From an optimization exercise on the open Yosys and OpenROAD flow, aimed at small area, a short achievable clock period and few clock cycles per item; shortcuts taken in it are not production practice.
At most, simulation tests tie the RTL to the original design; equivalence was not proved.

// echo_engine
module echo_engine (
    input  wire        clk,
    input  wire        rst,         
    input  wire        cfg_we,
    input  wire [4:0]  cfg_addr,
    input  wire [31:0] cfg_wdata,
    output reg         cfg_err,     
    input  wire        in_valid,
    output wire        in_ready,
    input  wire [1:0]  in_op,       
    input  wire [15:0] in_data,
    output wire        out_valid,
    input  wire        out_ready,
    output wire [15:0] out_data
);
For scale: about 3500 cells after synthesis, about 1500 flip-flops, roughly 79 I/O pins, roughly 0.058 mm2 of cells after synthesis.
==> flow/config.mk <==
export PLATFORM = sky130hd
export DESIGN_NAME = echo_engine
export DESIGN_NICKNAME = echo_engine
export VERILOG_FILES = /design/flow/design.v
export SDC_FILE = /design/flow/constraint.sdc
export NUM_CORES = 4
export LEC_CHECK = 0
export CAP_MARGIN = 20
export CORE_MARGIN = 2
export CORE_UTILIZATION = 40
export CTS_CLUSTER_DIAMETER = 70
export CTS_CLUSTER_SIZE = 24
export PLACE_DENSITY = 0.6
export SLEW_MARGIN = 20
==> flow/constraint.sdc <==
create_clock -name core_clock -period 10.5 [get_ports {clk}]
set_input_delay 2.1000 -clock core_clock [delete_from_list [all_inputs] [get_ports {clk}]]
set_output_delay 2.1000 -clock core_clock [all_outputs]
set_load 0.01 [all_outputs]
standard.sh (not shown) runs the stock make flow with config.mk's settings and CLKGATE_MAP_FILE= SYNTH_SCRIPT=/design/flow/synth_recipe.tcl, a recipe that flattens the netlist after the stock synthesis.
==> flow/flow/run.sh <==
#!/bin/bash
set -euo pipefail
MARGIN=$(cat flow/margin.txt)
bash standard.sh SETUP_SLACK_MARGIN=$MARGIN \
  "CTS_ARGS=-sink_clustering_enable -repair_clock_nets -sink_clustering_size 24 -sink_clustering_max_diameter 70 -dont_use_dummy_load" \
  finish > flow_make.log 2>&1
==> flow/flow/margin.txt <==
6.6
The first run passed the timing, DRC and antenna checks.
Testbench counts at the start, summed over its fixed seeds: cycles 32,976, items 32,000.
Rerun with:
--- a/flow/design.v
+++ b/flow/design.v
@@ -44,33 +44,43 @@
     function [38:0] lcg_next;    
         input [30:0] t;
         input [7:0]  k;
         reg [30:0] sp0, sp1, sp2, s, c, tn;
         reg [61:0] l1a, l1b, l1c, l2a, l2b, l3;
         reg [7:0]  kn;
-        reg [4:0]  blk;
+        reg [30:0] bg, bp, bc;
         integer j;
         begin
             sp0 = {k[4], k[6], k[5], k[5], k[3], k[5], k[4], k[4], k[2], k[4], k[3], k[3], k[1], k[3], k[2], k[2], k[0], k[2], k[1], k[7], k[2], k[1], k[0], k[6], k[1], k[7], k[7], k[5], k[7], k[6], k[6]};
             sp1 = {k[7], k[7], k[7], 1'b0, k[6], k[6], k[6], 1'b0, k[5], k[5], k[5], 1'b0, k[4], k[4], k[4], 1'b0, k[3], k[3], k[3], k[1], 1'b0, k[2], k[2], k[0], 1'b0, k[0], k[1], 1'b0, k[0], k[0], k[0]};
             sp2 = {1'b0, 1'b0, 1'b0, 1'b0, 1'b0, 1'b0, 1'b0, 1'b0, 1'b0, 1'b0, 1'b0, 1'b0, 1'b0, 1'b0, 1'b0, 1'b0, 1'b0, 1'b0, 1'b0, 1'b0, 1'b0, 1'b0, 1'b0, 1'b0, 1'b0, k[1], 1'b0, 1'b0, 1'b0, 1'b0, 1'b0};
             l1a = csa(rotl(t, 14), rotl(t, 9), ~rotl(t, 7));
             l1b = csa(rotl(t, 5),  rotl(t, 3), ~t);
             l1c = csa(sp0, sp1, sp2);
             l2a = csa(l1a[61:31], l1a[30:0], l1b[61:31]);
             l2b = csa(l1b[30:0],  l1c[61:31], l1c[30:0]);
             l3  = csa(l2a[61:31], l2a[30:0], l2b[61:31]);
             {s, c} = csa(l3[61:31], l3[30:0], l2b[30:0]);
-            for (j = 0; j < 7; j = j + 1) begin
-                blk = {1'b0, s[4*j +: 4]} + {1'b0, c[4*j +: 4]};
-                tn[4*j +: 4] = blk[3:0];
-                kn[j + 1] = blk[4];
+            bg = s & c;
+            bp = s ^ c;
+            for (j = 0; j < 8; j = j + 1) begin
+                bc[4*j] = 1'b0;
+                if (4*j + 1 < 31)
+                    bc[4*j+1] = bg[4*j];
+                if (4*j + 2 < 31)
+                    bc[4*j+2] = bg[4*j+1] | (bp[4*j+1] & bg[4*j]);
+                if (4*j + 3 < 31)
+                    bc[4*j+3] = bg[4*j+2] | (bp[4*j+2] & bg[4*j+1]) |
+                                (bp[4*j+2] & bp[4*j+1] & bg[4*j]);
             end
-            blk = {2'b0, s[30:28]} + {2'b0, c[30:28]};
-            tn[30:28] = blk[2:0];
-            kn[0] = blk[3];
+            for (j = 0; j < 7; j = j + 1)
+                kn[j + 1] = bg[4*j+3] | (bp[4*j+3] & bg[4*j+2]) |
+                            (bp[4*j+3] & bp[4*j+2] & bg[4*j+1]) |
+                            (bp[4*j+3] & bp[4*j+2] & bp[4*j+1] & bg[4*j]);
+            kn[0] = bg[30] | (bp[30] & bg[29]) | (bp[30] & bp[29] & bg[28]);
+            tn = bp ^ bc;
             lcg_next = {tn, kn};
         end
     endfunction
     function [30:0] add_eac;
         input [30:0] x, y;
         reg [30:0] p, g, gp, pp, gn, pn, c;
@@ -120,13 +130,13 @@
             A_LCGSTEP:     cfg_ok = 1'b1;
             default:       cfg_ok = 1'b0;
         endcase
     end
     wire seed_ok    = !cfg_wdata[31] && cfg_wdata[30:0] != 31'd0 &&
                       cfg_wdata[30:0] != 31'h7FFF_FFFF;                  
-    wire wr_seed    = cfg_we && cfg_addr == A_LCG_SEED && seed_ok;
+    wire wr_seed_addr = cfg_we && cfg_addr == A_LCG_SEED;
     wire wr_lcgstep = cfg_we && cfg_addr == A_LCGSTEP;
     reg        d_we;
     reg [4:0]  d_addr;
     reg [15:0] d_wdata;
     reg        d_z31_16;       
     reg        d_z15_7;        
@@ -218,12 +228,26 @@
             result = noise_out;
         else
             result = delay_out;
     end
     integer i;
     always @(posedge clk) begin
+        if (rst || wr_seed_addr) begin
+            if (rst || seed_ok) begin
+                lcg_t    <= rst ? 31'd1 : cfg_wdata[30:0];
+                lcg_k    <= 8'd0;
+                lcg_owed <= 1'b1;
+            end else
+                lcg_owed <= lcg_owed || a_noise;
+        end else begin
+            if (a_noise || lcg_owed || wr_lcgstep)
+                {lcg_t, lcg_k} <= lcg_step;
+            lcg_owed <= wr_lcgstep && (a_noise || lcg_owed);
+        end
+    end
+    always @(posedge clk) begin
         a_x  <= in_data;
         q0 <= take ? (v1 ? q1 : result) : (v0 ? q0 : result);
         q1 <= take ? (v2 ? q2 : result) : (v1 ? q1 : result);
         q2 <= (v2 && !take) ? q2 : result;
         if (a_delay) begin
             s32[0] <= a_x;
@@ -265,15 +289,12 @@
             dl          <= 16'd0;
             tlast       <= 4'd0;
             tidx        <= 4'd0;
             tvalid      <= {TABLE_DEPTH{1'b0}};
             noise_level <= 15'd1;
             lfsr        <= 16'h0001;
-            lcg_t       <= 31'd16807;
-            lcg_k       <= 8'd0;
-            lcg_owed    <= 1'b0;
         end else begin
             cfg_err <= cfg_we && !cfg_ok;
             d_we    <= cfg_we;
             a_valid <= fire;
             a_delay <= fire && in_op == OP_DELAY;
             a_table <= fire && in_op == OP_TABLE;
@@ -290,21 +311,12 @@
                     cnt <= cnt + 6'd1;
             end
             if (a_table)
                 tidx <= tidx_next;
             if (a_prbs)
                 lfsr <= lfsr_next;
-            if (wr_seed) begin
-                lcg_t    <= cfg_wdata[30:0];
-                lcg_k    <= 8'd0;
-                lcg_owed <= 1'b1;
-            end else begin
-                if (a_noise || lcg_owed || wr_lcgstep)
-                    {lcg_t, lcg_k} <= lcg_step;
-                lcg_owed <= wr_lcgstep && (a_noise || lcg_owed);
-            end
             if (d_wr_cap)
                 last <= d_wdata[5:0] - 6'd1;
             if (d_wr_nl)
                 noise_level <= d_wdata[14:0];
             if (d_wr_lfsr)
                 lfsr <= d_wdata;
Outcome: Setup slack degrades by 0.042 ns; critical path depth falls by 5; design area is about the same; worst hold slack gains 0.034 ns; first-iteration DRC count went up by 4.1%; cell count went down by 3.3%; via count is lower by 4.3%; die area decreases by 0.85%; routed wire length went down by 0.94%; global-route usage fell by 0.24 points; sequential share of layout area increases by 0.46 points.
Testbench counts after the change, summed over its fixed seeds: cycles 32,976, items 32,000.

* * *

echo_engine, a different RTL version from the one above (not shown whole).
Size: ~3400 cells after synthesis, ~1500 flip-flops, roughly 57000 um2 of cells after synthesis.
Design echo_engine, start of the top module:
module echo_engine (
    input  wire        clk,
    input  wire        rst,         
    input  wire        cfg_we,
    input  wire [4:0]  cfg_addr,
    input  wire [31:0] cfg_wdata,
    output reg         cfg_err,     
    input  wire        in_valid,
    output wire        in_ready,
    input  wire [1:0]  in_op,       
    input  wire [15:0] in_data,
    output wire        out_valid,
    input  wire        out_ready,
    output wire [15:0] out_data
);
==> flow/config.mk <==
export PLATFORM = sky130hd
export DESIGN_NAME = echo_engine
export DESIGN_NICKNAME = echo_engine
export VERILOG_FILES = /design/flow/design.v
export SDC_FILE = /design/flow/constraint.sdc
export NUM_CORES = 4
export LEC_CHECK = 0
export CAP_MARGIN = 20
export CORE_MARGIN = 2
export CORE_UTILIZATION = 40
export CTS_CLUSTER_DIAMETER = 70
export CTS_CLUSTER_SIZE = 24
export PLACE_DENSITY = 0.6
export SLEW_MARGIN = 20
==> flow/constraint.sdc <==
create_clock -name core_clock -period 10.5 [get_ports {clk}]
set_input_delay 2.1000 -clock core_clock [delete_from_list [all_inputs] [get_ports {clk}]]
set_output_delay 2.1000 -clock core_clock [all_outputs]
set_load 0.01 [all_outputs]
==> flow/flow/run.sh <==
#!/bin/bash
set -euo pipefail
MARGIN=$(cat flow/margin.txt)
bash standard.sh SETUP_SLACK_MARGIN=$MARGIN \
  "CTS_ARGS=-sink_clustering_enable -repair_clock_nets -sink_clustering_size 24 -sink_clustering_max_diameter 70 -dont_use_dummy_load" \
  "BUFFER_PORTS_ARGS=-buffer_cell sky130_fd_sc_hd__buf_4" \
  finish > flow_make.log 2>&1
Scripts as last shown in full above: flow/flow/margin.txt
Then changed:
--- a/flow/design.v
+++ b/flow/design.v
@@ -226,23 +226,19 @@
             result = prbs_out;
         else if (a_noise)
             result = noise_out;
         else
             result = delay_out;
     end
     integer i;
     always @(posedge clk) begin
-        if (rst) begin
-            lcg_t    <= 31'd1;
-            lcg_k    <= 8'd0;
-            lcg_owed <= 1'b1;
-        end else if (wr_seed_addr) begin
-            if (seed_ok) begin
-                lcg_t    <= cfg_wdata[30:0];
+        if (rst || wr_seed_addr) begin
+            if (rst || seed_ok) begin
+                lcg_t    <= rst ? 31'd1 : cfg_wdata[30:0];
                 lcg_k    <= 8'd0;
                 lcg_owed <= 1'b1;
             end else
                 lcg_owed <= lcg_owed || a_noise;
         end else begin
             if (a_noise || lcg_owed || wr_lcgstep)
                 {lcg_t, lcg_k} <= lcg_step;
             lcg_owed <= wr_lcgstep && (a_noise || lcg_owed);
Wire length goes down by 1.5%; cell count is lower by 1.4%; via count came out lower by 2.2%; cell area came out higher by 0.72%; die area is about the same; critical path depth went down by 2; worst setup slack gets better by 0.041 ns; core utilization stays flat; non-clock buffer count grows by 25; worst hold slack gets better by 0.0074 ns; synthesized area stays flat.
Testbench counts after the change, summed over its fixed seeds: cycles 32,976, items 32,000.
No functional check of the RTL was part of the first run of this note.

-- what the ideal ports hide --
In the flow no input, the clock included, has a driving cell. The finished layouts below were timed again as built, in two steps.
Step 1 (the two cells are an assumption about what drives the block):
set clk [get_ports {clk}]
set_driving_cell -lib_cell sky130_fd_sc_hd__clkbuf_16 $clk
set_driving_cell -lib_cell sky130_fd_sc_hd__buf_2 [delete_from_list [all_inputs] $clk]
Step 2 times the ports against the registers' clock, not the clock port: input delays grow and output delays shrink by t, the midpoint of the rising clock arrivals with the driver on.
Slacks: no drivers / after step 1 / after step 2; pairs: no drivers / after step 1.
run	t (ns)	setup WS [ns]	pins driven straight from the clock port
the first run of note 1	0.754	6.474 / 6.474 / 5.856	1
the second run of note 1	0.738	6.431 / 6.431 / 5.830	1
the first run of note 2	0.737	6.425 / 6.425 / 5.975	1
the second run of note 2	0.755	6.466 / 6.466 / 5.985	1
After both steps setup and hold are still met in every run listed. The setup slack of the first run of note 1, which loses most, moves by 0.000 ns with the drivers and by -0.618 ns with both steps.
